This design comes from an exercise in tuning for a short achievable clock period and few clock cycles on the open sky130 flow, not from production work. At most, simulation tests tie the RTL to the original design; equivalence was not proved.

==> inputs of run X <==
// crc32_engine
module crc32_engine (
    input  wire        clk,
    input  wire        rst,
    input  wire        cmd_valid,
    output wire        cmd_ready,
    input  wire [7:0]  cmd,
    input  wire [31:0] din,
    output wire [31:0] dout,
    output wire        err
);
clock: 6.0 ns
lec_check: 0
abc_clock_period_in_ps: 1000
cap_margin: 20
core_margin: 2
core_utilization: 35
setup_slack_margin: 5.0
slew_margin: 20
tns_end_percent: 100
standard.sh (not shown) runs the stock make flow with config.mk's settings and CLKGATE_MAP_FILE= SYNTH_SCRIPT=/design/flow/synth_recipe.tcl, a recipe that flattens the netlist after the stock synthesis.
==> flow/flow/run.sh <==
#!/bin/bash
# Standard layout (the standard.sh, which runs the standard synthesis
# script), with more slow cells kept out of synthesis and repair: three-input
# XORs, high-stack OR/NOR/AND-OR cells and the like. Registers are untouched
# (flip-flops are mapped before ABC and none of them is in the list).
set -euo pipefail
PL=$(cat flow/platform_dont_use.txt)
EXTRA=$(cat flow/extra_dont_use.txt)
bash standard.sh "DONT_USE_CELLS=$PL $EXTRA" finish > standard.log 2>&1
Other scripts of this flow, unchanged in this note and not shown: flow/flow/extra_dont_use.txt, flow/flow/platform_dont_use.txt
==> run C (differences from run X) <==
CORE_UTILIZATION = 40   (was 35)
SETUP_SLACK_MARGIN = 4.6   (was 5.0)
==> run Z (differences from run X) <==
CORE_UTILIZATION = 40   (was 35)
==> run notes <==
- In synthesized cell count, run Z and run X do not differ.
- Cell area, lowest first: run C, run Z, run X.
- In area after synthesis, run Z and run C do not differ.
- Between run C and run X, the lower sequential share of layout area is in run X (gap 0.67 points).
- In critical path depth, run C and run X do not differ.
No functional check of the RTL was part of any run of this note.

==> exp/onyx <==
Another version of the RTL of crc32_engine (not shown whole).
==> flow/config.mk <==
export PLATFORM = sky130hd
export DESIGN_NAME = crc32_engine
export DESIGN_NICKNAME = crc32_engine
export VERILOG_FILES = /design/flow/design.v
export SDC_FILE = /design/flow/constraint.sdc
export NUM_CORES = 4
export LEC_CHECK = 0
export ABC_CLOCK_PERIOD_IN_PS = 1000
export CAP_MARGIN = 20
export CORE_MARGIN = 2
export CORE_UTILIZATION = 40
export CTS_CLUSTER_DIAMETER = 60
export CTS_CLUSTER_SIZE = 30
export SETUP_SLACK_MARGIN = 4.3
export SLEW_MARGIN = 20
export TNS_END_PERCENT = 100
==> flow/constraint.sdc <==
create_clock -name core_clock -period 6.0 [get_ports {clk}]
set_input_delay 1.2000 -clock core_clock [delete_from_list [all_inputs] [get_ports {clk}]]
set_output_delay 1.2000 -clock core_clock [all_outputs]
set_load 0.01 [all_outputs]
Scripts as last shown in full above: flow/flow/run.sh
Other scripts of this flow, unchanged in this note and not shown: flow/flow/extra_dont_use.txt, flow/flow/platform_dont_use.txt
==> exp/quartz (differences from exp/onyx) <==
--- a/flow/design.v
+++ b/flow/design.v
@@ -45,41 +45,51 @@
     output wire [31:0] dout,
     output wire        err
 );
     localparam [31:0] X_INIT = 32'h9226F562;
     reg [31:0] x_q;       
     reg [31:0] y_q;       
     reg [31:0] w_q;       
+    reg [31:0] s_sv_q;    
+    reg [31:0] d_sv_q;    
     reg [2:0]  fold_q;    
     reg        rst_q;     
     reg        keep_q;    
+    reg        sres_q;    
+    reg        dres_q;    
     reg [31:0] dout_q;    
     reg        err_q;     
     reg        ready_q;   
     reg        rt_q;      
     reg [7:0]  idx_q;     
     wire zhi     = ~cmd[7] & ~cmd[3] & ~cmd[2];
     wire zlo     = ~cmd[1] & ~cmd[0];
     wire full    = cmd[1] & cmd[0];
     wire op_upd  = zhi & ~cmd[6] &  cmd[5] &  cmd[4];
     wire op_init = zhi & ~cmd[6] & ~cmd[5] &  cmd[4] & zlo;
     wire op_load = zhi & ~cmd[6] &  cmd[5] & ~cmd[4] & zlo;
-    wire op_xy   = zhi & ~cmd[6] & (cmd[5] | cmd[4]) & ((cmd[5] & cmd[4]) | zlo);
     wire op_rds  = zhi &  cmd[6] & ~cmd[5] & ~cmd[4] & zlo;
     wire op_fin  = zhi &  cmd[6] & ~cmd[5] &  cmd[4] & zlo;
     wire op_rdt  = zhi &  cmd[6] &  cmd[5] & ~cmd[4] & zlo;
     wire op_nop  = zhi & ~cmd[6] & ~cmd[5] & ~cmd[4] & zlo;
-    wire legal   = op_xy | op_rds | op_fin | op_rdt | op_nop;
+    wire op_short = op_upd & ~full;
+    wire fast    = (op_upd & full) | op_init | op_load | op_rds | op_fin | op_nop;
+    wire legal   = fast | op_short | op_rdt;
     wire acc     = cmd_valid & ready_q;
-    wire upd     = acc & op_upd;
-    wire x_set   = (acc & op_init) | rst_q;
-    wire y_load  = acc & op_load;
-    wire xy_keep = keep_q & ~(acc & op_xy);
+    wire c_upd   =  cmd[5] &  cmd[4];               
+    wire c_load  =  cmd[5] & ~cmd[4];               
+    wire c_init  = ~cmd[6] & ~cmd[5] &  cmd[4];     
+    wire c_rds   =  cmd[6] & ~cmd[5] & ~cmd[4];     
+    wire c_fin   =  cmd[6] & ~cmd[5] &  cmd[4];     
+    wire upd     = acc & c_upd;
+    wire x_set   = (acc & c_init) | rst_q;
+    wire y_load  = acc & c_load;
+    wire xy_keep = keep_q & ~(acc & (cmd[5] | c_init));
     wire go      = acc & ~rst;
-    wire d_keep  = ~rst & ~rt_q & ~(go & (op_rds | op_fin));
+    wire d_keep  = ~rst & ~rt_q & ~dres_q & ~(acc & cmd[6] & ~cmd[5]);
     wire [31:0] t4, c1, c2, c3;
     assign t4[0] = x_q[0] ^ x_q[1] ^ x_q[2] ^ x_q[3] ^ x_q[4] ^ x_q[6] ^ x_q[7] ^ x_q[8] ^ x_q[16] ^ x_q[20] ^ x_q[22] ^ x_q[23] ^ x_q[26];
     assign t4[1] = x_q[1] ^ x_q[2] ^ x_q[3] ^ x_q[4] ^ x_q[5] ^ x_q[7] ^ x_q[8] ^ x_q[9] ^ x_q[17] ^ x_q[21] ^ x_q[23] ^ x_q[24] ^ x_q[27];
     assign t4[2] = x_q[0] ^ x_q[2] ^ x_q[3] ^ x_q[4] ^ x_q[5] ^ x_q[6] ^ x_q[8] ^ x_q[9] ^ x_q[10] ^ x_q[18] ^ x_q[22] ^ x_q[24] ^ x_q[25] ^ x_q[28];
     assign t4[3] = x_q[1] ^ x_q[3] ^ x_q[4] ^ x_q[5] ^ x_q[6] ^ x_q[7] ^ x_q[9] ^ x_q[10] ^ x_q[11] ^ x_q[19] ^ x_q[23] ^ x_q[25] ^ x_q[26] ^ x_q[29];
     assign t4[4] = x_q[2] ^ x_q[4] ^ x_q[5] ^ x_q[6] ^ x_q[7] ^ x_q[8] ^ x_q[10] ^ x_q[11] ^ x_q[12] ^ x_q[20] ^ x_q[24] ^ x_q[26] ^ x_q[27] ^ x_q[30];
     assign t4[5] = x_q[0] ^ x_q[3] ^ x_q[5] ^ x_q[6] ^ x_q[7] ^ x_q[8] ^ x_q[9] ^ x_q[11] ^ x_q[12] ^ x_q[13] ^ x_q[21] ^ x_q[25] ^ x_q[27] ^ x_q[28] ^ x_q[31];
@@ -210,24 +220,28 @@
                                {8{cmd[1] | cmd[0]}}, 8'hFF};
     wire [31:0] s_in  = t4 ^ (y_q ^ dmask);
     wire [31:0] t_rd;
     crc32_rom u_rom (.idx(idx_q), .data(t_rd));
     always @(posedge clk) begin
         idx_q   <= din[7:0];
         w_q     <= s_in;
+        s_sv_q  <= s_cur;
+        d_sv_q  <= dout_q;
         rst_q   <= rst;
-        keep_q  <= ~rst & ~(acc & op_upd & ~full);
-        fold_q  <= {3{~rst & upd}} &
+        keep_q  <= ~rst & ~(acc & ~fast);
+        sres_q  <= go & ~(fast | op_short);
+        dres_q  <= go & ~legal;
+        fold_q  <= {3{go & op_short}} &
                    {cmd[1:0] == 2'd2, cmd[1:0] == 2'd1, cmd[1:0] == 2'd0};
         x_q     <= ({32{upd}} & s_in) | ({32{x_set}} & X_INIT) | ({32{xy_keep}} & x_q);
         y_q     <= ({32{y_load}} & din) | ({32{fold_q[0]}} & c1) | ({32{fold_q[1]}} & c2) |
-                   ({32{fold_q[2]}} & c3) | ({32{xy_keep}} & y_q);
-        dout_q  <= ({32{go & op_rds}} & s_cur) | ({32{go & op_fin}} & ~s_cur) |
-                   ({32{~rst & rt_q}} & t_rd) | ({32{d_keep}} & dout_q);
+                   ({32{fold_q[2]}} & c3) | ({32{sres_q}} & s_sv_q) | ({32{xy_keep}} & y_q);
+        dout_q  <= {32{~rst}} & (({32{acc & c_rds}} & s_cur) | ({32{acc & c_fin}} & ~s_cur) |
+                   ({32{rt_q}} & t_rd) | ({32{dres_q}} & d_sv_q) | ({32{d_keep}} & dout_q));
         err_q   <= ~rst & (err_q | (go & ~legal));
-        ready_q <= ~rst & ~(go & ((op_upd & ~full) | op_rdt));
+        ready_q <= ~rst & ~(go & ~fast);
         rt_q    <= go & op_rdt;
     end
     assign cmd_ready = ready_q;
     assign dout      = dout_q;
     assign err       = err_q;
 endmodule
Settings changed: CORE_UTILIZATION 40 to 35, CTS_CLUSTER_DIAMETER 60 to not set, CTS_CLUSTER_SIZE 30 to not set, SETUP_SLACK_MARGIN 4.3 to 5.0.
==> exp/harbor (differences from exp/onyx) <==
Settings changed: CORE_UTILIZATION 40 to 50, CTS_CLUSTER_DIAMETER 60 to not set, CTS_CLUSTER_SIZE 30 to not set.
==> qor summary <==
	exp/onyx	exp/quartz	exp/harbor
Synthesized instance count	1295	1422	1295
Worst EP arrival	2740 ps	2650 ps	3360 ps
Initial antenna violation count	1	0	1
Inserted Clock Buffers	17	24	17
GRT met3 Usage	6.03%	6.01%	7.93%
Status	finished clean	finished clean	finished clean
Area share of xor/xnor cells in the synthesized design	54.4%	46.4%	54.4%
Data-path buffer share of cell area in the final layout	19.2%	18.4%	16.4%
Half-perimeter wire length after placement	31800 um	36900 um	32900 um
Count of clock buffers in the final design	18	31	18
Area taken by flip-flops and latches	3090 sq um	4430 sq um	3070 sq um
Actual transition at the worst max-transition pin	764 ps	744 ps	1410 ps
Number of cells on the worst hold path	2	0	2
Critical Path Source Type	input pin	flop	flop
Startpoint of the most critical hold path	dout_q[17]	dout_q[21]	y_q[14]
CP dominant cell by count	-	sky130_fd_sc_hd__xnor2_2	sky130_fd_sc_hd__xnor2_4
Multi-input logic area	11800 sq um	12600 sq um	11300 sq um
Total met3 wirelength after detailed routing	5080 um	5870 um	7290 um
Highest cell delay on the worst timing path	300 ps	330 ps	1090 ps
Final Cycle Share	40.4%	37.0%	50.8%
First-pass GRT wire length	75000 um	83300 um	73100 um
Height of the die	175 um	202 um	157 um
Worst Path Class, Setup	input pin to flop	flop to flop	flop to flop
Post-synthesis share of cell area spent on and, or, nand and nor gates	6.35%	4.75%	6.35%
Cell total after placement	1665	1919	1594
Testbench counts of exp/onyx, summed over its fixed seeds: cycles 6,042.
Testbench counts of exp/quartz, summed over its fixed seeds: cycles 6,042.
Testbench counts of exp/harbor, summed over its fixed seeds: cycles 6,042.

-- afterwards: timing with drivers on the ports --
Ports are ideal in the flow. The routed layouts listed here were re-timed in OpenROAD.
Step 1 sets driving cells, clkbuf_16 on the clock port and buf_2 on the other inputs (assumed; they add their load-dependent delay and slew).
Step 2, shift: input delay + t, output delay - t, t = (earliest + latest rising clock arrival at the registers) / 2. This alone moves slack from input paths to output paths.
Three values: ideal, step 1, step 2; two values: the first two.
run | shift t [ns] | slack for setup (ns) | latest minus earliest clock arrival (ns)
run X | 0.615 | 3.669 / 3.669 / 3.285 | 0.035 / 0.035
run C | 0.612 | 3.701 / 3.676 / 3.222 | 0.042 / 0.042
run Z | 0.629 | 3.525 / 3.525 / 3.283 | 0.025 / 0.025
exp/onyx | 0.505 | 3.573 / 3.589 / 3.084 | 0.013 / 0.012
exp/quartz | 0.589 | 3.780 / 3.728 / 3.247 | 0.018 / 0.018
exp/harbor | 0.475 | 2.955 / 2.955 / 2.955 | 0.022 / 0.022
After both steps every run listed still meets setup and hold. For exp/quartz, which loses most, drivers alone change the setup slack by -0.052 ns; drivers and shift together by -0.533 ns.
